What follows belongs to an exercise in optimizing a design on an open flow for a short achievable clock period and few clock cycles; a production flow would make more cautious choices.
In this exercise RTL edits were held to simulation tests only and were not proved equivalent to the original.
Power figures rest on the tool's default switching activity, not on a simulated workload.

==> design.v <==
module svm_core (
    input  wire        clk,
    input  wire        rst,           
    input  wire [31:0] plen,          
    output wire        if_req,
    output wire [30:0] if_addr,
    input  wire        if_ready,
    input  wire [31:0] if_rdata,      
    output reg         dm_req,
    output reg         dm_we,
    output reg         dm_word,       
    output reg  [15:0] dm_addr,
    output reg  [31:0] dm_wdata,
    input  wire        dm_ready,
    input  wire [31:0] dm_rdata,      
    output reg         st_req,
    output reg         st_we,
    output reg  [7:0]  st_addr,
    output reg  [31:0] st_wdata,
    input  wire        st_ready,
    input  wire [31:0] st_rdata,      
    output wire        sys_req,
    output wire [2:0]  sys_id,
    output wire [15:0] sys_slen,
    input  wire        sys_resp,
    input  wire        sys_fail,
    input  wire [31:0] sys_word,
    output wire [15:0] sys_lidx,
    input  wire [7:0]  sys_lbyte,
    output reg  [1:0]  status,        
    output reg  [3:0]  fault_cause,
    output reg  [31:0] fault_info,
    output wire [4:0]  flags,         
    output wire [7:0]  stack_depth,
    input  wire [3:0]  dbg_sel,
    output reg  [31:0] dbg_data
);
    localparam ST_RUN = 2'd0, ST_BLK = 2'd1, ST_HLT = 2'd2, ST_FLT = 2'd3;
    localparam F_ILLEGAL = 4'd1, F_FETCH = 4'd2, F_REGIDX = 4'd3, F_MEM = 4'd4,
               F_BYTE = 4'd5, F_SOVF = 4'd6, F_SUNF = 4'd7, F_DIV0 = 4'd8,
               F_SYSID = 4'd9, F_SYSIO = 4'd10;
    localparam OP_MOVD = 6'd1,  OP_MOVR = 6'd2,  OP_ADDD = 6'd3,  OP_ADDR = 6'd4,
               OP_SUBD = 6'd5,  OP_SUBR = 6'd6,  OP_MULD = 6'd7,  OP_MULR = 6'd8,
               OP_DIVD = 6'd9,  OP_DIVR = 6'd10, OP_XORD = 6'd11, OP_XORR = 6'd12,
               OP_ORD  = 6'd13, OP_ORR  = 6'd14, OP_ANDD = 6'd15, OP_ANDR = 6'd16,
               OP_NOTD = 6'd17, OP_NOTR = 6'd18, OP_INC  = 6'd19, OP_DEC  = 6'd20,
               OP_CMPD = 6'd21, OP_CMPR = 6'd22, OP_LABEL= 6'd23, OP_JMP  = 6'd24,
               OP_JE   = 6'd25, OP_JNE  = 6'd26, OP_JG   = 6'd27, OP_JB   = 6'd28,
               OP_CALL = 6'd29, OP_RETN = 6'd30, OP_WBD  = 6'd31, OP_WBR  = 6'd32,
               OP_WWD  = 6'd33, OP_WWR  = 6'd34, OP_RBD  = 6'd35, OP_RBR  = 6'd36,
               OP_RWD  = 6'd37, OP_RWR  = 6'd38, OP_PUSH = 6'd39, OP_POP  = 6'd40,
               OP_HALT = 6'd41, OP_INT  = 6'd42;
    localparam OP_FAULT = 6'd0, OP_HALTB = 6'd63;
    localparam P_0 = 3'd0, P_1 = 3'd1, P_2 = 3'd2, P_3 = 3'd3, P_4 = 3'd4, P_REDIR = 3'd7;
    reg  [31:0] x [0:7];       
    reg  [31:0] ip;            
    reg         f_of, f_uf, f_gt, f_lt, f_eq;
    reg  [7:0]  sp;
    wire running = ~status[1];
    assign flags       = {f_eq, f_lt, f_gt, f_uf, f_of};
    assign stack_depth = sp;
    always @(*) begin
        if (dbg_sel == 4'd8)      dbg_data = ip;
        else if (dbg_sel < 4'd8)  dbg_data = x[dbg_sel[2:0]];
        else                      dbg_data = 32'd0;
    end
    function [1:0] nops;
        input [5:0] o;
        begin
            case (o)
                OP_INC, OP_DEC, OP_LABEL, OP_JMP, OP_JE, OP_JNE, OP_JG, OP_JB,
                OP_CALL, OP_PUSH, OP_POP, OP_INT: nops = 2'd1;
                OP_RETN, OP_HALT:                 nops = 2'd0;
                default:                          nops = 2'd2;
            endcase
        end
    endfunction
    reg  [31:0] fa;            
    reg         infl;          
    reg  [31:0] q0, q1, q2, q3;
    reg  [2:0]  qcnt;
    localparam D_AHEAD = 5'd16;
    reg         d_run;
    reg  [1:0]  d_cnt;         
    reg  [31:0] d_addr;        
    reg  [31:0] d_ip0;
    reg  [5:0]  d_op;
    reg  [31:0] d_o1;
    reg  [3:0]  d_i1;
    reg         d_b1;
    reg  [4:0]  d_ahead;       
    reg         d_flt;         
    reg  [3:0]  d_fc;
    reg  [31:0] d_finfo, d_fip0;
    reg  [31:0] a_addr;
    reg  [31:0] a_ip0;
    reg  [5:0]  a_op;
    reg  [31:0] a_o1, a_o2, a_ipd;
    reg  [3:0]  a_i1, a_i2, a_fc;
    reg         a_b1, a_b2;
    reg         a_full;        
    reg         a_stop;        
    reg         e_valid;
    reg  [5:0]  e_op;
    reg  [31:0] e_o1, e_o2, e_ip0, e_ipd;
    reg  [3:0]  e_i1, e_i2, e_fc;
    reg         e_b1, e_b2;
    reg  [2:0]  e_ph;
    reg  [31:0] e_tmp;
    assign if_req  = running & d_run & ((qcnt < 3'd3) | ((qcnt == 3'd3) & ~infl));
    assign if_addr = fa[30:0];
    wire   if_acc  = if_req & if_ready;
    wire        hd_v = (qcnt != 3'd0) | infl;
    wire [31:0] hd_w = (qcnt != 3'd0) ? q0 : if_rdata;
    wire        hd_bad = (|hd_w[31:4]) | (hd_w[3] & (|hd_w[2:0]));
    wire        hd_legal = (hd_w != 32'd0) && (hd_w <= 32'd42);
    wire [1:0]  hd_k = nops(hd_w[5:0]);
    wire [1:0]  d_k  = nops(d_op);
    wire        a_neg = a_addr[31];
    wire        a_oob = ($signed(a_addr) >= $signed(plen));
    wire        d_oob = ($signed(d_addr) >= $signed(plen));
    reg         e_fin;         
    reg         e_redir;       
    reg  [31:0] e_tgt;
    wire        e_take = ~e_valid | e_fin;
    reg         fl_ar;  reg n_of, n_uf;           
    reg         fl_cmp; reg n_eq, n_gt, n_lt;
    wire        e_wf = (e_op >= OP_ADDD && e_op <= OP_MULR) || e_op == OP_CMPD || e_op == OP_CMPR;
    wire        fstall = e_valid & e_wf & ~fl_ar & ~fl_cmp;
    wire        fw_eq = fl_cmp ? n_eq : (fl_ar ? 1'b0 : f_eq);
    wire        fw_gt = fl_cmp ? n_gt : (fl_ar ? 1'b0 : f_gt);
    wire        fw_lt = fl_cmp ? n_lt : (fl_ar ? 1'b0 : f_lt);
    function jtaken;
        input [5:0] o;
        input eq, gt, lt;
        begin
            jtaken = (o == OP_JMP) || (o == OP_JE && eq) || (o == OP_JNE && !eq) ||
                     (o == OP_JG && gt) || (o == OP_JB && lt);
        end
    endfunction
    wire        d_isjmp = (d_op >= OP_JMP) && (d_op <= OP_JB);
    wire [31:0] d_addr1 = d_addr + 32'd1;
    wire [32:0] jtgt_w  = {d_addr, 1'b1} + {hd_w, 1'b1};     
    wire [31:0] jtgt    = jtgt_w[32:1];
    wire [31:0] ctgt    = hd_w + 32'd1;
    localparam CW = 2 + 6 + 32 + 32 + 10;
    localparam NE = 32;
    localparam LW = 1 + 1 + 1 + 1 + 6 + 31;
    reg         c_we;
    reg  [5:0]  c_wp;
    reg  [30:0] f_tag;
    reg  [1:0]  f_len;         
    reg  [5:0]  f_op;
    reg  [31:0] f_o1, f_o2;
    reg  [3:0]  f_i1, f_i2;
    reg         f_b1, f_b2;
    wire [CW-1:0] f_data = {f_len, f_op, f_o1, f_o2, f_i1, f_b1, f_i2, f_b2};
    wire [NE-1:0] c_m;           
    wire [NE-1:0] c_m2;          
    wire [CW-1:0] c_d [0:NE-1];
    wire [LW-1:0] c_l [0:NE-1];
    reg         lk_v;              
    reg         lk_call;           
    reg  [NE-1:0] lk_oh;             
    reg         lk_we;
    reg         lk_j, lk_p, lk_b;
    reg  [5:0]  lk_c;
    reg  [30:0] lk_t;
    reg         pv_v;              
    reg  [NE-1:0] pv_oh;
    reg  [5:0]  pv_c;
    reg         pv_pred, pv_b;
    reg  [30:0] pv_alt;
    wire        pv_upd;
    reg         lkw_v, lkw_j, lkw_p, lkw_b;
    reg  [NE-1:0] lkw_oh;
    reg  [5:0]  lkw_c;
    reg  [30:0] lkw_t;
    reg         pvu_v, pvu_p;
    reg  [NE-1:0] pvu_oh;
    genvar gj;
    generate
        for (gj = 0; gj < NE; gj = gj + 1) begin : ce
            reg          v;
            reg [30:0]   tag;
            reg [CW-1:0] d;
            reg          lv, lj, lp, lb;
            reg [5:0]    lc;
            reg [30:0]   lt;
            wire         fill = c_we && (c_wp == gj);
            always @(posedge clk) begin
                if (rst) begin
                    v <= 1'b0; lv <= 1'b0;
                end else if (fill) begin
                    v <= 1'b1; lv <= 1'b0;
                end else if (lkw_v && lkw_oh[gj]) begin
                    lv <= 1'b1;
                end
                if (fill) begin
                    tag <= f_tag;
                    d   <= f_data;
                end
                if (lkw_v && lkw_oh[gj] && !fill) begin
                    lj <= lkw_j; lp <= lkw_p; lb <= lkw_b; lc <= lkw_c; lt <= lkw_t;
                end else if (pvu_v && pvu_oh[gj]) begin
                    lp <= pvu_p;
                end
            end
            assign c_m[gj]  = v & (tag == a_addr[30:0]);
            assign c_m2[gj] = v & (tag == d_addr[30:0]);
            assign c_d[gj] = d;
            assign c_l[gj] = {lv, lj, lp, lb, lc, lt};
        end
    endgenerate
    reg  [CW-1:0] h_d;
    reg  [LW-1:0] h_l;
    integer hj;
    always @(*) begin
        h_d = {CW{1'b0}};
        h_l = {LW{1'b0}};
        for (hj = 0; hj < NE; hj = hj + 1) begin
            h_d = h_d | ({CW{c_m[hj]}} & c_d[hj]);
            h_l = h_l | ({LW{c_m[hj]}} & c_l[hj]);
        end
    end
    wire        hit = |c_m;
    reg  [NE-1:0] fill_oh;
    integer fj;
    always @(*) for (fj = 0; fj < NE; fj = fj + 1) fill_oh[fj] = c_we && (c_wp == fj);
    wire        d_cached = |c_m2;
    wire [1:0]  h_len = h_d[CW-1:CW-2];
    wire [5:0]  h_op  = h_d[CW-3:CW-8];
    wire [31:0] h_o1  = h_d[73:42];
    wire [31:0] h_o2  = h_d[41:10];
    wire [3:0]  h_i1  = h_d[9:6];
    wire        h_b1  = h_d[5];
    wire [3:0]  h_i2  = h_d[4:1];
    wire        h_b2  = h_d[0];
    wire        h_isjmp = (h_op >= OP_JMP) && (h_op <= OP_JB);
    wire        h_lv = h_l[LW-1];
    wire        h_lj = h_l[LW-2];
    wire        h_lp = h_l[LW-3];
    wire        h_lb = h_l[LW-4];
    wire [5:0]  h_lc = h_l[LW-5:LW-10];
    wire [30:0] h_lt = h_l[30:0];
    wire [30:0] a_p1 = a_addr[30:0] + 31'd1;
    wire [30:0] a_p2 = a_addr[30:0] + 31'd2;
    wire [30:0] a_p3 = a_addr[30:0] + 31'd3;
    wire [30:0] a_p4 = a_addr[30:0] + 31'd4;
    wire [30:0] a_p5 = a_addr[30:0] + 31'd5;
    wire [30:0] h_nxt = (h_len == 2'd1) ? a_p1 : (h_len == 2'd2) ? a_p2 : a_p3;
    wire [30:0] h_lf  = (h_len == 2'd1) ? a_p3 : (h_len == 2'd2) ? a_p4 : a_p5;
    wire [31:0] h_ipd = (h_len == 2'd1) ? a_addr : (h_len == 2'd2) ? {1'b0, a_p1} : {1'b0, a_p2};
    wire        pv_chk = pv_v & ~a_full & ~fstall;
    wire        pv_bad = pv_chk & (jtaken(pv_c, fw_eq, fw_gt, fw_lt) != pv_pred);
    assign      pv_upd = pv_bad & ~pv_b;
    wire        a_hold = pv_v & ~pv_chk;
    localparam [31:0] D_WIN = 32'd40;
    wire [31:0] d_dist = d_addr - a_addr;
    wire        d_near = (d_dist < D_WIN);
    wire        d_cov = d_run & ((d_cnt == 2'd0) ? (d_addr == a_addr) : (d_ip0 == a_addr));
    wire        d_fhit = d_flt & (d_fip0 == a_addr);
    reg         p_emit;        
    reg         p_stop;
    reg         a_redir;       
    reg  [31:0] a_tgt;
    reg  [5:0]  p_op;
    reg  [31:0] p_o1, p_o2, p_ip0, p_ipd;
    reg  [3:0]  p_i1, p_i2, p_fc;
    reg         p_b1, p_b2;
    reg         lk_set, lk_clr;    
    reg         pv_set;
    reg         i_wait;        
    reg         d_rst;         
    reg         jt;
    always @(*) begin
        p_emit = 1'b0; p_stop = 1'b0; a_redir = 1'b0;
        jt = jtaken(h_op, fw_eq, fw_gt, fw_lt);
        a_tgt = {1'b0, h_nxt};
        p_op = h_op; p_o1 = h_o1; p_o2 = h_o2; p_ip0 = a_addr; p_ipd = h_ipd;
        p_i1 = h_i1; p_b1 = h_b1; p_i2 = h_i2; p_b2 = h_b2; p_fc = d_fc;
        lk_we = 1'b0; lk_j = 1'b1; lk_p = jt | h_b2; lk_b = h_b2; lk_c = h_op;
        lk_t = h_o1[30:0];
        lk_set = 1'b0; lk_clr = 1'b0;
        pv_set = 1'b0; i_wait = 1'b0; d_rst = 1'b0;
        if (running && pv_bad) begin
            a_redir = 1'b1; a_tgt = {1'b0, pv_alt}; lk_clr = 1'b1;
        end else if (running && !a_full && !a_stop && !a_hold) begin
            if (a_neg) begin
                p_emit = 1'b1; p_stop = 1'b1; p_op = OP_FAULT; p_fc = F_FETCH; p_o1 = a_addr;
                lk_clr = 1'b1;
            end else if (a_oob) begin
                p_emit = 1'b1; p_stop = 1'b1; p_op = OP_HALTB;
                lk_clr = 1'b1;
            end else if (hit) begin
                if (h_isjmp) begin
                    if (!fstall) begin
                        a_redir = 1'b1;
                        a_tgt = jt ? h_o1 : {1'b0, h_nxt};
                        lk_we = lk_v & ~lk_call; lk_j = 1'b1; lk_clr = 1'b1;
                    end
                end else if (h_op == OP_LABEL) begin
                    a_redir = 1'b1;
                    lk_we = lk_v; lk_j = 1'b0; lk_t = h_nxt; lk_clr = 1'b1;
                end else begin
                    p_emit = 1'b1;
                    a_redir = 1'b1;
                    if (h_op == OP_CALL) a_tgt = h_o1;
                    if (h_op == OP_RETN || h_op == OP_HALT) begin
                        p_stop = 1'b1; lk_clr = 1'b1;
                    end else if (h_lv) begin
                        lk_clr = 1'b1;
                        if (!h_lj) a_tgt = {1'b0, h_lt};
                        else begin
                            a_tgt = {1'b0, h_lp ? h_lt : h_lf};
                            pv_set = 1'b1;
                        end
                    end else if (h_i1 == 4'd8) begin
                        lk_clr = 1'b1;
                    end else begin
                        lk_set = 1'b1;
                    end
                end
            end else if (d_fhit) begin
                p_emit = 1'b1; p_stop = 1'b1; p_op = OP_FAULT; p_fc = d_fc; p_o1 = d_finfo;
                lk_clr = 1'b1;
            end else if (d_cov) begin
                i_wait = 1'b1;
            end else begin
                d_rst = 1'b1;
            end
        end
    end
    reg         d_cons;        
    reg         d_stop;
    reg         d_setflt;
    reg  [3:0]  d_nfc;
    reg  [31:0] d_nfinfo, d_nfip0;
    always @(*) begin
        d_cons = 1'b0; d_stop = 1'b0; d_setflt = 1'b0; c_we = 1'b0;
        d_nfc = F_FETCH; d_nfinfo = d_addr; d_nfip0 = d_ip0;
        f_tag = d_ip0[30:0]; f_len = d_k + 2'd1; f_op = d_op;
        f_o1 = (d_k == 2'd1) ? hd_w : d_o1; f_o2 = hd_w;
        f_i1 = (d_k == 2'd1) ? hd_w[3:0] : d_i1; f_b1 = (d_k == 2'd1) ? hd_bad : d_b1;
        f_i2 = hd_w[3:0]; f_b2 = hd_bad;
        if (d_isjmp) begin
            f_o1 = jtgt; f_b2 = hd_w[31];        
        end
        if (d_op == OP_CALL) f_o1 = ctgt;
        if (running && d_run && !d_rst && d_near) begin
            if (d_cnt == 2'd0) begin
                f_tag = d_addr[30:0]; f_op = hd_w[5:0]; f_len = 2'd1;
                if (d_oob || d_cached) begin
                    d_stop = 1'b1;
                end else if (hd_v) begin
                    if (!hd_legal) begin
                        d_stop = 1'b1; d_setflt = 1'b1;
                        d_nfc = F_ILLEGAL; d_nfinfo = hd_w; d_nfip0 = d_addr;
                    end else begin
                        d_cons = 1'b1;
                        if (hd_k == 2'd0) c_we = 1'b1;
                    end
                end
            end else begin
                if (d_oob) begin
                    d_stop = 1'b1; d_setflt = 1'b1;
                end else if (hd_v) begin
                    d_cons = 1'b1;
                    if (!(d_cnt == 2'd1 && d_k == 2'd2)) c_we = 1'b1;
                end
            end
        end
    end
    function [31:0] rdx;
        input [3:0] idx;
        begin
            if (idx == 4'd8) rdx = e_ipd;
            else             rdx = x[idx[2:0]];
        end
    endfunction
    wire        o1_isreg = (e_op <= OP_CMPR) || e_op == OP_WBR || e_op == OP_WWR ||
                           (e_op >= OP_RBD && e_op <= OP_RWR) || e_op == OP_PUSH || e_op == OP_POP;
    wire        o2_isreg = ((e_op <= OP_NOTR) && !e_op[0]) || e_op == OP_CMPR || e_op == OP_WBR ||
                           e_op == OP_WWR || e_op == OP_RBR || e_op == OP_RWR;
    wire        o1_bad   = o1_isreg & e_b1;
    wire        o2_bad   = o2_isreg & e_b2;
    wire [31:0] va = rdx(e_i1);
    wire [31:0] vb = o2_isreg ? rdx(e_i2) : e_o2;
    wire [32:0] add_s = {va[31], va} + {vb[31], vb};
    wire [32:0] sub_s = {va[31], va} - {vb[31], vb};
    wire        add_of = (add_s[32:31] == 2'b01);
    wire        add_uf = (add_s[32:31] == 2'b10);
    wire        sub_of = (sub_s[32:31] == 2'b01);
    wire        sub_uf = (sub_s[32:31] == 2'b10);
    wire        cmp_eq = (va == vb);
    wire        cmp_agtb = ($signed(va) > $signed(vb));
    reg         [31:0] m_a, m_b;
    reg  signed [31:0] m_hh;
    reg  signed [32:0] m_hl, m_lh;
    reg         [31:0] m_ll;
    wire signed [31:0] n_hh = $signed(m_a[31:16]) * $signed(m_b[31:16]);
    wire signed [32:0] n_hl = $signed(m_a[31:16]) * $signed({1'b0, m_b[15:0]});
    wire signed [32:0] n_lh = $signed({1'b0, m_a[15:0]}) * $signed(m_b[31:16]);
    wire        [31:0] n_ll = m_a[15:0] * m_b[15:0];
    wire        [63:0] mul_p = {m_hh, 32'd0} + {{15{m_hl[32]}}, m_hl, 16'd0} +
                               {{15{m_lh[32]}}, m_lh, 16'd0} + {32'd0, m_ll};
    wire        mul_of = !((&mul_p[63:31]) || !(|mul_p[63:31]));
    wire        mem_dw = (e_op == OP_WBD || e_op == OP_WWD);
    wire [31:0] mem_a = mem_dw ? e_o1 :
                        (e_op == OP_RBD || e_op == OP_RWD) ? e_o2 :
                        (e_op == OP_WBR || e_op == OP_WWR) ? va : vb;
    wire [31:0] mem_v = mem_dw ? e_o2 : vb;
    wire        mem_is_word = (e_op == OP_WWD || e_op == OP_WWR || e_op == OP_RWD || e_op == OP_RWR);
    wire        mem_is_wr = (e_op <= OP_WWR);
    wire        mem_oob = (|mem_a[31:16]) | (mem_is_word & (mem_a[15:2] == 14'h3fff) & (|mem_a[1:0]));
    wire        byte_bad = !((&mem_v[31:7]) || !(|mem_v[31:7]));
    wire        is_wb = (e_op == OP_WBD || e_op == OP_WBR);
    reg         d_sa, d_sb;
    reg  [31:0] d_a, d_b, d_d, d_r, d_q;
    reg  [4:0]  d_n;
    function [5:0] blen;
        input [31:0] v;
        integer k;
        begin
            blen = 6'd0;
            for (k = 0; k < 32; k = k + 1)
                if (v[k]) blen = k[5:0] + 6'd1;
        end
    endfunction
    wire [5:0]  d_la = blen(d_a);
    wire [5:0]  d_lb = blen(d_b);
    wire [5:0]  d_ndiff = d_la - d_lb;
    wire [31:0] abs_a = va[31] ? -va : va;
    wire [31:0] abs_b = vb[31] ? -vb : vb;
    wire        div_small = (abs_a < abs_b);
    wire [32:0] d_trial = {1'b0, d_r} - {1'b0, d_d};
    wire [31:0] d_qs = (d_sa ^ d_sb) ? -d_q : d_q;
    wire [31:0] d_rs = d_sa ? -d_r : d_r;
    reg  [16:0] s_p;
    reg  [15:0] s_len;
    reg  [15:0] ln_n, ln_i;
    wire [33:0] line_end = {{2{x[1][31]}}, x[1]} + {2'b00, sys_word};
    wire        line_oob = x[1][31] || ($signed(line_end) > $signed(34'd65535));
    wire        s_word = (s_p <= 17'd65532);
    wire [15:0] s_x0 = x[0][15:0];
    assign sys_req  = e_valid & (e_op == OP_INT) & (e_ph == P_3);
    assign sys_id   = e_o1[2:0];
    assign sys_slen = s_len;
    assign sys_lidx = ln_i;
    reg         w_en;  reg [2:0] w_idx; reg [31:0] w_data;
    reg         w5_en; reg [31:0] w5_data;
    reg         x0_en; reg [31:0] x0_data;
    reg         fl_inc, fl_dec;
    reg         sp_inc, sp_dec;
    reg         go_flt; reg [3:0] g_fc; reg [31:0] g_fi;
    reg         go_hlt; reg [31:0] g_ip;
    reg         go_blk, go_run;
    reg  [2:0]  n_ph;
    reg  [31:0] n_tmp;
    reg         lw_v, lw_st, lw_word, lw_set;
    reg  [2:0]  lw_idx;
    wire [31:0] lw_data = lw_st ? st_rdata : lw_word ? dm_rdata : {{24{dm_rdata[7]}}, dm_rdata[7:0]};
    wire        e_hz = lw_v & ((o1_isreg & (e_i1 == {1'b0, lw_idx})) | (o2_isreg & (e_i2 == {1'b0, lw_idx})) |
                               ((e_op == OP_DIVD || e_op == OP_DIVR) & (lw_idx == 3'd5)) |
                               ((e_op == OP_INT) & (lw_idx[2:1] == 2'd0)));
    reg  [31:0] tos;
    reg         tos_v, rf_pend;
    wire        e_stk = e_valid & (e_op == OP_CALL || e_op == OP_PUSH || e_op == OP_POP || e_op == OP_RETN);
    reg         e_st_req, e_st_we;
    reg  [7:0]  e_st_addr;
    wire        rf_go = running & ~tos_v & (sp != 8'd0) & ~rf_pend & ~e_stk;
    reg  [31:0] alu_r;
    always @(*) begin
        case (e_op)
            OP_ADDD, OP_ADDR: alu_r = add_s[31:0];
            OP_SUBD, OP_SUBR: alu_r = sub_s[31:0];
            OP_XORD, OP_XORR: alu_r = va ^ vb;
            OP_ORD,  OP_ORR:  alu_r = va | vb;
            OP_ANDD, OP_ANDR: alu_r = va & vb;
            OP_NOTD, OP_NOTR: alu_r = ~vb;
            OP_INC:           alu_r = va + 32'd1;
            OP_DEC:           alu_r = va - 32'd1;
            default:          alu_r = vb;
        endcase
    end
    always @(*) begin
        e_fin = 1'b0; e_redir = 1'b0; e_tgt = e_tmp + 32'd1;
        w_en = 1'b0; w_idx = e_i1[2:0]; w_data = alu_r;
        w5_en = 1'b0; w5_data = d_rs;
        x0_en = 1'b0; x0_data = 32'd65536;
        fl_ar = 1'b0; n_of = 1'b0; n_uf = 1'b0;
        fl_cmp = 1'b0; n_eq = 1'b0; n_gt = 1'b0; n_lt = 1'b0;
        fl_inc = 1'b0; fl_dec = 1'b0;
        sp_inc = 1'b0; sp_dec = 1'b0;
        go_flt = 1'b0; g_fc = e_fc; g_fi = e_o1;
        go_hlt = 1'b0; g_ip = plen + 32'd1;
        go_blk = 1'b0; go_run = 1'b0;
        n_ph = e_ph; n_tmp = e_tmp;
        lw_set = 1'b0;
        dm_req = 1'b0; dm_we = 1'b0; dm_word = mem_is_word; dm_addr = mem_a[15:0]; dm_wdata = mem_v;
        e_st_req = 1'b0; e_st_we = 1'b0; e_st_addr = sp; st_wdata = va;
        if (e_valid && running && !e_hz) begin
            if (e_ph == P_REDIR) begin
                e_fin = 1'b1; e_redir = 1'b1;
            end else if (e_op == OP_FAULT) begin
                go_flt = 1'b1;
            end else if (e_op == OP_HALTB) begin
                go_hlt = 1'b1; g_ip = e_ip0;
            end else if (e_ph == P_0 && o1_bad) begin
                go_flt = 1'b1; g_fc = F_REGIDX; g_fi = e_o1;
            end else if (e_ph == P_0 && o2_bad) begin
                go_flt = 1'b1; g_fc = F_REGIDX; g_fi = e_o2;
            end else begin
                case (e_op)
                OP_MOVD, OP_MOVR, OP_ADDD, OP_ADDR, OP_SUBD, OP_SUBR,
                OP_XORD, OP_XORR, OP_ORD, OP_ORR, OP_ANDD, OP_ANDR,
                OP_NOTD, OP_NOTR, OP_INC, OP_DEC: begin
                    if (e_op == OP_ADDD || e_op == OP_ADDR) begin
                        fl_ar = 1'b1; n_of = add_of; n_uf = add_uf;
                    end
                    if (e_op == OP_SUBD || e_op == OP_SUBR) begin
                        fl_ar = 1'b1; n_of = sub_of; n_uf = sub_uf;
                    end
                    fl_inc = (e_op == OP_INC);
                    fl_dec = (e_op == OP_DEC);
                    if (e_i1 == 4'd8) begin
                        n_tmp = alu_r; n_ph = P_REDIR;
                    end else begin
                        w_en = 1'b1; e_fin = 1'b1;
                    end
                end
                OP_MULD, OP_MULR: begin
                    if (e_ph == P_0) begin
                        n_ph = P_1;
                    end else if (e_ph == P_1) begin
                        n_ph = P_2;
                    end else begin
                        fl_ar = 1'b1; n_of = mul_of; n_uf = 1'b0;
                        w_data = mul_p[31:0];
                        if (e_i1 == 4'd8) begin
                            n_tmp = mul_p[31:0]; n_ph = P_REDIR;
                        end else begin
                            w_en = 1'b1; e_fin = 1'b1;
                        end
                    end
                end
                OP_DIVD, OP_DIVR: begin
                    case (e_ph)
                    P_0: begin
                        if (vb == 32'd0) begin
                            go_flt = 1'b1; g_fc = F_DIV0; g_fi = va;
                        end else if (div_small) begin
                            w5_en = 1'b1; w5_data = va;
                            w_data = 32'd0;
                            if (e_i1 == 4'd8) begin
                                n_tmp = 32'd0; n_ph = P_REDIR;
                            end else begin
                                w_en = 1'b1; e_fin = 1'b1;
                            end
                        end else n_ph = P_1;
                    end
                    P_1: n_ph = (d_a < d_b) ? P_3 : P_2;
                    P_2: n_ph = P_4;
                    P_4: if (d_n == 5'd0) n_ph = P_3;
                    default: begin       
                        w5_en = 1'b1;
                        w_data = d_qs;
                        if (e_i1 == 4'd8) begin
                            n_tmp = d_qs; n_ph = P_REDIR;
                        end else begin
                            w_en = 1'b1; e_fin = 1'b1;
                        end
                    end
                    endcase
                end
                OP_CMPD: begin
                    fl_cmp = 1'b1; n_eq = cmp_eq; n_gt = !cmp_eq && cmp_agtb; n_lt = !cmp_eq && !cmp_agtb;
                    e_fin = 1'b1;
                end
                OP_CMPR: begin
                    fl_cmp = 1'b1; n_eq = cmp_eq; n_gt = !cmp_eq && !cmp_agtb; n_lt = !cmp_eq && cmp_agtb;
                    e_fin = 1'b1;
                end
                OP_CALL, OP_PUSH: begin
                    if (sp == 8'd255) begin
                        go_flt = 1'b1; g_fc = F_SOVF; g_fi = (e_op == OP_CALL) ? e_ip0 : va;
                    end else begin
                        e_st_req = 1'b1; e_st_we = 1'b1; e_st_addr = sp + 8'd1;
                        st_wdata = (e_op == OP_CALL) ? e_ip0 : va;
                        if (st_ready) begin
                            sp_inc = 1'b1; e_fin = 1'b1;
                        end
                    end
                end
                OP_POP, OP_RETN: begin
                    if (e_ph == P_0) begin
                        if (sp == 8'd0) begin
                            if (e_op == OP_POP) begin
                                go_flt = 1'b1; g_fc = F_SUNF; g_fi = 32'd0;
                            end else begin
                                go_hlt = 1'b1;
                            end
                        end else if (e_op == OP_RETN && tos_v) begin
                            sp_dec = 1'b1;
                            e_fin = 1'b1; e_redir = 1'b1; e_tgt = tos + 32'd2;
                        end else begin
                            e_st_req = 1'b1;
                            if (st_ready) begin
                                if (e_op == OP_POP && e_i1 != 4'd8) begin
                                    sp_dec = 1'b1; lw_set = 1'b1; e_fin = 1'b1;
                                end else n_ph = P_1;
                            end
                        end
                    end else begin
                        sp_dec = 1'b1;
                        w_data = st_rdata;
                        if (e_op == OP_RETN) begin
                            e_fin = 1'b1; e_redir = 1'b1; e_tgt = st_rdata + 32'd2;
                        end else if (e_i1 == 4'd8) begin
                            n_tmp = st_rdata; n_ph = P_REDIR;
                        end else begin
                            w_en = 1'b1; e_fin = 1'b1;
                        end
                    end
                end
                OP_WBD, OP_WBR, OP_WWD, OP_WWR, OP_RBD, OP_RBR, OP_RWD, OP_RWR: begin
                    if (e_ph == P_0) begin
                        if (is_wb && byte_bad) begin
                            go_flt = 1'b1; g_fc = F_BYTE; g_fi = mem_v;
                        end else if (mem_oob) begin
                            go_flt = 1'b1; g_fc = F_MEM; g_fi = mem_a;
                        end else begin
                            dm_req = 1'b1; dm_we = mem_is_wr;
                            if (dm_ready) begin
                                if (mem_is_wr) e_fin = 1'b1;
                                else if (e_i1 != 4'd8) begin
                                    lw_set = 1'b1; e_fin = 1'b1;
                                end else n_ph = P_1;
                            end
                        end
                    end else begin
                        w_data = mem_is_word ? dm_rdata : {{24{dm_rdata[7]}}, dm_rdata[7:0]};
                        if (e_i1 == 4'd8) begin
                            n_tmp = w_data; n_ph = P_REDIR;
                        end else begin
                            w_en = 1'b1; e_fin = 1'b1;
                        end
                    end
                end
                OP_HALT: begin
                    go_hlt = 1'b1;
                end
                OP_INT: begin
                    dm_we = 1'b0; dm_word = s_word; dm_addr = s_p[15:0];
                    case (e_ph)
                    P_0: begin
                        if (|x[0][31:16]) begin
                            go_flt = 1'b1; g_fc = F_MEM; g_fi = x[0];
                        end else n_ph = P_1;
                    end
                    P_1: begin
                        dm_req = 1'b1;
                        if (dm_ready) n_ph = P_2;
                    end
                    P_2: begin : scan
                        reg found;
                        found = 1'b0;
                        if (s_word) begin
                            if (dm_rdata[31:24] == 8'd0 || dm_rdata[23:16] == 8'd0 ||
                                dm_rdata[15:8] == 8'd0 || dm_rdata[7:0] == 8'd0) found = 1'b1;
                            else if (s_p == 17'd65532) begin
                                go_flt = 1'b1; g_fc = F_MEM; g_fi = 32'd65536;
                            end else n_ph = P_1;
                        end else begin
                            if (dm_rdata[7:0] == 8'd0) found = 1'b1;
                            else if (s_p == 17'd65535) begin
                                go_flt = 1'b1; g_fc = F_MEM; g_fi = 32'd65536;
                            end else n_ph = P_1;
                        end
                        if (found) begin
                            if (e_o1 > 32'd5) begin
                                go_flt = 1'b1; g_fc = F_SYSID; g_fi = e_o1;
                            end else if (e_o1 == 32'd5) begin
                                x0_en = 1'b1; x0_data = 32'd65536; e_fin = 1'b1;
                            end else begin
                                go_blk = 1'b1; n_ph = P_3;
                            end
                        end
                    end
                    P_3: begin
                        if (sys_resp) begin
                            if (sys_fail) begin
                                go_flt = 1'b1; g_fc = F_SYSIO; g_fi = e_o1;
                            end else if (e_o1[2:0] == 3'd0) begin
                                if (line_oob) begin
                                    go_flt = 1'b1; g_fc = F_MEM; g_fi = x[1];
                                end else n_ph = P_4;
                            end else begin
                                if (e_o1[2:0] == 3'd2 || e_o1[2:0] == 3'd4) begin
                                    x0_en = 1'b1; x0_data = sys_word;
                                end
                                go_run = 1'b1; e_fin = 1'b1;
                            end
                        end
                    end
                    default: begin     
                        dm_req = 1'b1; dm_we = 1'b1; dm_word = 1'b0;
                        dm_addr = x[1][15:0] + ln_i;
                        dm_wdata = (ln_i == ln_n) ? 32'd0 : {24'd0, sys_lbyte};
                        if (dm_ready && ln_i == ln_n) begin
                            x0_en = 1'b1; x0_data = {16'd0, ln_n};
                            go_run = 1'b1; e_fin = 1'b1;
                        end
                    end
                    endcase
                end
                default: e_fin = 1'b1;
                endcase
            end
        end
    end
    always @(*) begin
        st_req = e_st_req; st_we = e_st_we; st_addr = e_st_addr;
        if (rf_go) begin
            st_req = 1'b1; st_we = 1'b0; st_addr = sp;
        end
    end
    integer i;
    wire flush = e_redir | a_redir;
    wire [31:0] f_tgt = e_redir ? e_tgt : a_tgt;
    always @(posedge clk) begin
        if (rst) begin
            for (i = 0; i < 8; i = i + 1) x[i] <= 32'd0;
            ip <= 32'd0;
            f_of <= 1'b0; f_uf <= 1'b0; f_gt <= 1'b0; f_lt <= 1'b0; f_eq <= 1'b0;
            sp <= 8'd0;
            status <= ST_RUN;
            fault_cause <= 4'd0;
            fault_info  <= 32'd0;
            fa <= 32'd0; infl <= 1'b0; qcnt <= 3'd0;
            q0 <= 32'd0; q1 <= 32'd0; q2 <= 32'd0; q3 <= 32'd0;
            a_addr <= 32'd0; a_ip0 <= 32'd0; a_op <= 6'd0;
            d_run <= 1'b1; d_cnt <= 2'd0; d_addr <= 32'd0; d_ip0 <= 32'd0; d_op <= 6'd0;
            d_o1 <= 32'd0; d_i1 <= 4'd0; d_b1 <= 1'b0; d_ahead <= 5'd0;
            d_flt <= 1'b0; d_fc <= 4'd0; d_finfo <= 32'd0; d_fip0 <= 32'd0;
            a_o1 <= 32'd0; a_o2 <= 32'd0; a_ipd <= 32'd0;
            a_i1 <= 4'd0; a_i2 <= 4'd0; a_fc <= 4'd0; a_b1 <= 1'b0; a_b2 <= 1'b0;
            a_full <= 1'b0; a_stop <= 1'b0;
            e_valid <= 1'b0; e_op <= 6'd0; e_o1 <= 32'd0; e_o2 <= 32'd0;
            e_ip0 <= 32'd0; e_ipd <= 32'd0; e_i1 <= 4'd0; e_i2 <= 4'd0; e_fc <= 4'd0;
            e_b1 <= 1'b0; e_b2 <= 1'b0; e_ph <= P_0; e_tmp <= 32'd0;
            m_a <= 32'd0; m_b <= 32'd0;
            m_hh <= 32'sd0; m_hl <= 33'sd0; m_lh <= 33'sd0; m_ll <= 32'd0;
            d_sa <= 1'b0; d_sb <= 1'b0; d_a <= 32'd0; d_b <= 32'd0; d_d <= 32'd0;
            d_r <= 32'd0; d_q <= 32'd0; d_n <= 5'd0;
            s_p <= 17'd0; s_len <= 16'd0; ln_n <= 16'd0; ln_i <= 16'd0;
            c_wp <= 6'd0;
            tos <= 32'd0; tos_v <= 1'b0; rf_pend <= 1'b0;
            lkw_v <= 1'b0; lkw_oh <= {NE{1'b0}}; lkw_j <= 1'b0; lkw_p <= 1'b0; lkw_b <= 1'b0;
            lkw_c <= 6'd0; lkw_t <= 31'd0; pvu_v <= 1'b0; pvu_p <= 1'b0; pvu_oh <= {NE{1'b0}};
            lk_v <= 1'b0; lk_oh <= {NE{1'b0}}; lk_call <= 1'b0; pv_v <= 1'b0; pv_oh <= {NE{1'b0}}; pv_c <= 6'd0;
            pv_pred <= 1'b0; pv_b <= 1'b0; pv_alt <= 31'd0;
            lw_v <= 1'b0; lw_st <= 1'b0; lw_word <= 1'b0; lw_idx <= 3'd0;
        end else begin
            if (lw_v)  x[lw_idx] <= lw_data;
            lw_v <= lw_set;
            if (lw_set) begin
                lw_idx <= e_i1[2:0]; lw_st <= (e_op == OP_POP); lw_word <= mem_is_word;
            end
            if (w_en)  x[w_idx] <= w_data;
            if (w5_en) x[5] <= w5_data;
            if (x0_en) x[0] <= x0_data;
            if (fl_ar) begin
                f_of <= n_of; f_uf <= n_uf; f_gt <= 1'b0; f_lt <= 1'b0; f_eq <= 1'b0;
            end
            if (fl_cmp) begin
                f_eq <= n_eq; f_gt <= n_gt; f_lt <= n_lt;
            end
            if (fl_inc) f_of <= (va == 32'h7fffffff);
            if (fl_dec) f_uf <= (va == 32'h80000000);
            if (sp_inc) begin
                tos <= st_wdata; tos_v <= 1'b1;
            end else if (sp_dec) begin
                tos_v <= 1'b0;
            end else if (rf_pend) begin
                tos <= st_rdata; tos_v <= 1'b1;
            end
            rf_pend <= rf_go & st_ready;
            if (sp_inc) sp <= sp + 8'd1;
            if (sp_dec) sp <= sp - 8'd1;
            if (go_flt) begin
                status <= ST_FLT; fault_cause <= g_fc; fault_info <= g_fi; ip <= e_ip0;
            end else if (go_hlt) begin
                status <= ST_HLT; ip <= g_ip;
            end else if (go_blk) begin
                status <= ST_BLK; ip <= e_ipd;
            end else if (go_run) begin
                status <= ST_RUN;
            end
            e_ph  <= n_ph;
            e_tmp <= n_tmp;
            if (e_ph == P_0) begin
                m_a <= va; m_b <= vb;
            end
            if (e_ph == P_1) begin
                m_hh <= n_hh; m_hl <= n_hl; m_lh <= n_lh; m_ll <= n_ll;
            end
            if (e_op == OP_DIVD || e_op == OP_DIVR) begin
                case (e_ph)
                P_0: begin
                    d_sa <= va[31]; d_sb <= vb[31];
                    d_a <= abs_a;
                    d_b <= abs_b;
                end
                P_1: begin
                    d_q <= 32'd0; d_r <= d_a;
                    d_n <= d_ndiff[4:0];
                end
                P_2: d_d <= d_b << d_n;
                P_4: begin
                    if (!d_trial[32]) begin
                        d_r <= d_trial[31:0];
                        d_q <= {d_q[30:0], 1'b1};
                    end else begin
                        d_q <= {d_q[30:0], 1'b0};
                    end
                    d_d <= {1'b0, d_d[31:1]};
                    d_n <= d_n - 5'd1;
                end
                default: ;
                endcase
            end
            if (e_op == OP_INT) begin
                case (e_ph)
                P_0: s_p <= {1'b0, x[0][15:0]};
                P_2: begin
                    if (s_word) begin
                        if (dm_rdata[31:24] == 8'd0)     s_len <= s_p[15:0] - s_x0;
                        else if (dm_rdata[23:16] == 8'd0) s_len <= s_p[15:0] + 16'd1 - s_x0;
                        else if (dm_rdata[15:8] == 8'd0)  s_len <= s_p[15:0] + 16'd2 - s_x0;
                        else                              s_len <= s_p[15:0] + 16'd3 - s_x0;
                        s_p <= s_p + 17'd4;
                    end else begin
                        s_len <= s_p[15:0] - s_x0;
                        s_p <= s_p + 17'd1;
                    end
                end
                P_3: begin
                    ln_n <= sys_word[15:0]; ln_i <= 16'd0;
                end
                P_4: if (dm_ready && ln_i != ln_n) ln_i <= ln_i + 16'd1;
                default: ;
                endcase
            end
            if (!running) begin
                e_valid <= 1'b0;
            end else if (e_redir || go_flt || go_hlt) begin
                e_valid <= 1'b0;
                e_ph <= P_0;
            end else if (e_take) begin
                e_ph <= P_0;
                if (a_full) begin
                    e_valid <= 1'b1;
                    e_op <= a_op; e_o1 <= a_o1; e_o2 <= a_o2; e_ip0 <= a_ip0; e_ipd <= a_ipd;
                    e_i1 <= a_i1; e_i2 <= a_i2; e_b1 <= a_b1; e_b2 <= a_b2; e_fc <= a_fc;
                end else if (p_emit) begin
                    e_valid <= 1'b1;
                    e_op <= p_op; e_o1 <= p_o1; e_o2 <= p_o2; e_ip0 <= p_ip0; e_ipd <= p_ipd;
                    e_i1 <= p_i1; e_i2 <= p_i2; e_b1 <= p_b1; e_b2 <= p_b2; e_fc <= p_fc;
                end else begin
                    e_valid <= 1'b0;
                end
            end
            if (c_we) c_wp <= (c_wp == NE - 1) ? 6'd0 : c_wp + 6'd1;
            if (e_redir || !running) begin
                lk_v <= 1'b0; pv_v <= 1'b0; lkw_v <= 1'b0; pvu_v <= 1'b0;
            end else begin
                lkw_v <= lk_we; lkw_oh <= lk_oh & ~fill_oh;
                lkw_j <= lk_j; lkw_p <= lk_p; lkw_b <= lk_b; lkw_c <= lk_c; lkw_t <= lk_t;
                pvu_v <= pv_upd; pvu_oh <= pv_oh & ~fill_oh; pvu_p <= ~pv_pred;
                if (lk_set) begin
                    lk_v <= |(c_m & ~fill_oh); lk_oh <= c_m; lk_call <= (h_op == OP_CALL);
                end else if (lk_clr || (|(lk_oh & fill_oh))) lk_v <= 1'b0;
                if (pv_set) begin
                    pv_v <= 1'b1; pv_oh <= c_m; pv_c <= h_lc; pv_pred <= h_lp; pv_b <= h_lb;
                    pv_alt <= h_lp ? h_lf : h_lt;
                end else if (pv_chk) pv_v <= 1'b0;
            end
            if (e_redir) begin
                a_addr <= e_tgt; a_full <= 1'b0; a_stop <= 1'b0;
            end else if (running) begin
                if (a_full) begin
                    if (e_take) a_full <= 1'b0;
                end else if (!a_stop) begin
                    if (p_emit && !e_take) begin
                        a_full <= 1'b1;
                        a_op <= p_op; a_o1 <= p_o1; a_o2 <= p_o2; a_ip0 <= p_ip0; a_ipd <= p_ipd;
                        a_i1 <= p_i1; a_i2 <= p_i2; a_b1 <= p_b1; a_b2 <= p_b2; a_fc <= p_fc;
                    end
                    if (p_stop) a_stop <= 1'b1;
                end
                if (a_redir) a_addr <= a_tgt;
            end
            if (d_rst) begin
                d_run <= 1'b1; d_cnt <= 2'd0; d_addr <= a_addr; d_flt <= 1'b0; d_ahead <= 5'd0;
                fa <= a_addr; infl <= 1'b0; qcnt <= 3'd0;
            end else if (running) begin
                if (i_wait) d_ahead <= 5'd0;
                else if (c_we) d_ahead <= d_ahead + 5'd1;
                if (d_stop) d_run <= 1'b0;
                if (d_setflt) begin
                    d_flt <= 1'b1; d_fc <= d_nfc; d_finfo <= d_nfinfo; d_fip0 <= d_nfip0;
                end
                if (d_cons) begin
                    d_addr <= d_addr1;
                    if (d_cnt == 2'd0) begin
                        if (hd_k != 2'd0) begin
                            d_cnt <= 2'd1; d_op <= hd_w[5:0]; d_ip0 <= d_addr;
                        end
                    end else if (d_cnt == 2'd1 && d_k == 2'd2) begin
                        d_cnt <= 2'd2;
                        d_o1 <= hd_w; d_i1 <= hd_w[3:0]; d_b1 <= hd_bad;
                    end else begin
                        d_cnt <= 2'd0;
                    end
                end
                if (if_acc) fa <= fa + 32'd1;
                infl <= if_acc;
                if (qcnt == 3'd0) begin
                    if (infl && !d_cons) begin q0 <= if_rdata; qcnt <= 3'd1; end
                end else if (d_cons) begin
                    q0 <= (qcnt == 3'd1) ? if_rdata : q1;
                    q1 <= (qcnt == 3'd2) ? if_rdata : q2;
                    q2 <= (qcnt == 3'd3) ? if_rdata : q3;
                    q3 <= if_rdata;
                    qcnt <= qcnt - 3'd1 + {2'b0, infl};
                end else if (infl) begin
                    case (qcnt)
                        3'd1: q1 <= if_rdata;
                        3'd2: q2 <= if_rdata;
                        default: q3 <= if_rdata;
                    endcase
                    qcnt <= qcnt + 3'd1;
                end
            end
        end
    end
endmodule
==> run.sh <==
#!/bin/bash
# synth_recipe.tcl (not shown) runs the flow's synth.tcl, then flattens the netlist and writes it again
# the make line also repeats each setting of config.mk as NAME=value (left out here)
make -C /OpenROAD-flow-scripts/flow DESIGN_CONFIG=/design/flow/config.mk WORK_HOME=/design/flow/orfs CLKGATE_MAP_FILE= SYNTH_SCRIPT=/design/flow/synth_recipe.tcl finish
==> config.mk <==
export PLATFORM = sky130hd
export DESIGN_NAME = svm_core
export DESIGN_NICKNAME = svm_core
export VERILOG_FILES = /design/flow/design.v
export SDC_FILE = /design/flow/constraint.sdc
export NUM_CORES = 4
export LEC_CHECK = 0
export CAP_MARGIN = 20
export CORE_MARGIN = 2
export CORE_UTILIZATION = 40
export SETUP_SLACK_MARGIN = 5
export SLEW_MARGIN = 20
==> constraint.sdc <==
create_clock -name core_clock -period 16.0 [get_ports {clk}]
set_input_delay 3.2000 -clock core_clock [delete_from_list [all_inputs] [get_ports {clk}]]
set_output_delay 3.2000 -clock core_clock [all_outputs]
set_load 0.01 [all_outputs]
==> summary.txt <==
==> area by class of cell <==
| cell class | count | area share |
|---|---|---|
| diodes | 109 | 0.000691 |
| clock buffers | 905 | 0.0483 |
| clock inverters | 406 | 0.0110 |
| inverters | 1560 | 0.0155 |
| multi-input cells | 20700 | 0.393 |
| flip-flops and latches | 6554 | 0.460 |
| well taps | 11500 | 0.0365 |
| repair buffers | 1609 | 0.0351 |
==> worst min-delay path, cell delays in order, from the launching register on <==
cell and delay (ps):
dfxtp_1 310, nand2_1 50, nand2_1 40
==> synth_stat cells (132+ instances only) <==
master       n
xnor2_1   2441
o21ai_0    839
fa_1       917
nand4_1    907
buf_2      200
buf_1      315
and2_1     563
a221oi_1   576
ha_1       949
inv_1     1541
dfxtp_1   1530
mux2i_1    581
o31ai_1    150
xor2_1     379
a21o_1     182
a22oi_1    845
o211ai_1   142
nor2_1    2086
a222oi_1   294
and3_1     171
nand2b_1   132
a211oi_1   330
nand3_1    704
mux4_2     194
clkbuf_1  1560
a21oi_1   1885
o22ai_1    193
nor4_1     294
nor3_1     359
nand2_1   2687
edfxtp_1  5024
a22o_1     414
mux2_2     177
==> through the flow <==
step | instances | setup slack [ps] | hold slack, ps | util
global route | 43300 | 5000 | 449 | 0.455
finish | 43400 | 5000 | 441 | 0.455
floorplan | 31000 | 5030 | 399 | -
detailed placement | 42000 | 3570 | 433 | 0.427
global placement | 42000 | 3610 | 434 | 0.427
CTS | 43300 | 5000 | 443 | 0.454
==> per-layer routing <==
layer	up-vias	GRT usage	routed length, um
li1	114000	-	-
met1	142000	0.476	630000
met2	19800	0.563	736000
met3	4512	0.0981	199000
met4	45	0.269	152000
met5	-	0	354
==> final timing paths <==
check,endpoint,slack [ps],depth (start not counted)
worst min-delay path,ip[13],440,2
worst min register to register,ip[13],440,2
worst max-delay path,lk_v,5000,24
worst max register to register,lk_v,5000,24
==> sequential cells by signal, indices dropped and copies added (netlist names), 33 cells and up, named ones only <==
| signal | count |
|---|---|
| m_lh | 33 |
| ce.tag | 992 |
| ce.lc | 192 |
| x | 256 |
| ce.d | 2496 |
| ce.lt | 992 |
| m_hl | 33 |
==> repair_timing <==
item | CTS | global route
gates cloned | 0 | 1
endpoints found under the setup margin | 5830 | 1849
pin swaps | 0 | 1
buffers inserted | 0 | 2
gates resized for setup | 35 | 28
==> power by group <==
| group | internal (uW) | switching, uW | leakage (uW) | total [uW] |
|---|---|---|---|---|
| registers | 18400 | 680 | 0.0535 | 19100 |
| logic | 3460 | 8130 | 0.0673 | 11600 |
| clock network | 9390 | 7400 | 0.0113 | 16800 |
| total | 31300 | 16200 | 0.132 | 47500 |
==> kinds of logic after synthesis <==
| group | synth area share |
|---|---|
| buf+inv | 0.0406 |
| mux | 0.0350 |
| flops | 0.521 |
| xor+xnor | 0.0709 |
| compound gates | 0.132 |
| fa+ha+maj | 0.0868 |
| simple gates | 0.113 |
==> summary.txt <==
* Type of the worst min-delay path: reg2reg
* DP HPWL at 1170000 um
* RSZ-0062 raised after global routing: no
* Critical Path Start Type: register
* Routed Wire Length at 1720000 um
* Number of global-route vias before repair at 266000
* Most common cell after layout, fill and taps aside: edfxtp_1
* Number of placement rows at 342
* Total power at 47500 uW
* Fillcell total at 79500
* Sequential fraction of the synthesis area at 0.521
* First drt pass iteration count at 9
* Cell area after layout at 395000 um2
* # clock sinks at 6554
* Fmax at 90.9 MHz
* Post-synth EDFFs at 5024
* Yosys synthesis warning count at 1
* GPL Wtd Cong at 1.06
* Root Driver: clkbuf_16
* Ys async rst share at 0
* Synth top area share at 0.433
* I/O Pins at 423
* Post-route ant nets at 0
* Remaining Overflow, GRT at 0
* Status: no timing/DRC/antenna violations
* Sum Neg Setup Slack at 0 ps
* Critical Path RT at 17040 ps
* Commonest non-fill, non-tap cells in the layout: edfxtp_1 (5024), nand2_1 (2671), xnor2_1 (2437), nor2_1 (2047), a21oi_1 (1827)
* Die Ht at 937 um
* Starting Density at 0.402
* Full die area at 878000 um2
* Syn Inst Count at 31000
* Clock Skews at 175 ps
* DP Area at 370000 um2
* Global-route wire length before repair at 2300000 um
* Worst setup EP type: register
* Static Leakage at 0.132 uW
* Avg Inst Size Synth at 11.2 um2
* Crit-path max cell delay at 710 ps
* Relative slew slack at 0.0700
* IO Port Bufs at 422
* Die X at 937 um
* Clk Latency, worst-skew pair at 1240 ps
* Main synth FF type: edfxtp_1
* Most Frequent Cell on Critical Path: buf_4
* Period minus WS final at 11000 ps
* Final setup fails at 0
* Vias at 281000
* CP max-delay cell: dfxtp_2
* Worst VDD drop at 0.148 mV
* Wire length per cell at 39.6 um
* Critical path class: reg2reg
* Area contributors post-synth: edfxtp_1 (43%), dfxtp_1 (8.8%), xnor2_1 (6.1%), fa_1 (5.3%), ha_1 (3.4%)
* Synth area leader: edfxtp_1
* Slew @ Worst Pin at 1380 ps
* Final hold vios at 0
* Seq cells post-synth at 6554
* GRT Overall Usage at 0.377
* Worst Path Buf+Inv at 7
* Core Area at 867000 um2
* CTS Hold Bufs at 0
* Max Cap Violations at 0
* Clock buffer depth at 4
* CTS buffer count at 708
* Area delta synth->final at 13.3%
* Layout cells sized above 1 at 0.103
* Syn nets at 33000
* PD cells at 120 nW/um2
* Synthesized area at 348000 um2
* Nets at 33200
* Worst-path cell chain: buf_4, mux4_2, o21a_1, clkinv_1, buf_4, a211oi_1, o21ai_0, a2111oi_1, o21ai_1, a211oi_2, nor3_1, or4b_4, o311ai_4, buf_4, or4_4, nor4b_4, buf_4, and2_1, nand2_1, bufinv_16, buf_12, a22oi_1, nand4_1, o31ai_1
* CP max FO at 64
* Final Cycle Share at 0.688
* Critical path arrival at 12050 ps
* Count of cell types in the netlist at 106
* Initial antenna violation count at 184
* Register area at 182000 um2
* CTS H-tree lvls at 6
* Post-route DRC at 0
* Largest net degree at the start of global routing at 169
* Initial drt markers at 43600
* Hold_sp: ip[13]
* Slew Viols, Final at 0
* Vias per cell at 6.48
* Clock-pin slew on the worst setup and hold paths at 60 ps
* Delay-heaviest family, CP: compound AO/OA/AOI/OAI gates
* Footprint of the multi-input gates at 155000 um2
* CTS tree: yes
Testbench counts, summed over its fixed seeds: cycles 27,227.

==> separate check: timing with driven ports <==
The results above use ideal ports. As a check the final layout listed here was re-extracted and re-timed, cells and wires unchanged.
Step 1 (the two cells are an assumption about what drives the block):
set clk [get_ports {clk}]
set_driving_cell -lib_cell sky130_fd_sc_hd__clkbuf_16 $clk
set_driving_cell -lib_cell sky130_fd_sc_hd__buf_2 [delete_from_list [all_inputs] $clk]
Step 2 adds t to the input delays and takes it off the output delays; t is the mean of the earliest and latest rising clock arrival at the registers after step 1. Input paths then give back, and output paths get back, about the clock's delay inside the block.
a / b / c = ideal / step 1 / step 2; a / b = the first two.
t (ns): 1.323
slack for setup (ns): 4.998 / 4.868 / 4.853
worst hold slack (ns): 0.441 / 0.441 / 0.441
worst register clock-pin slew, ns: 0.07 / 0.07
After both steps setup and hold are still met in this run. The setup slack of this run moves by -0.130 ns with the drivers and by -0.145 ns with both steps.
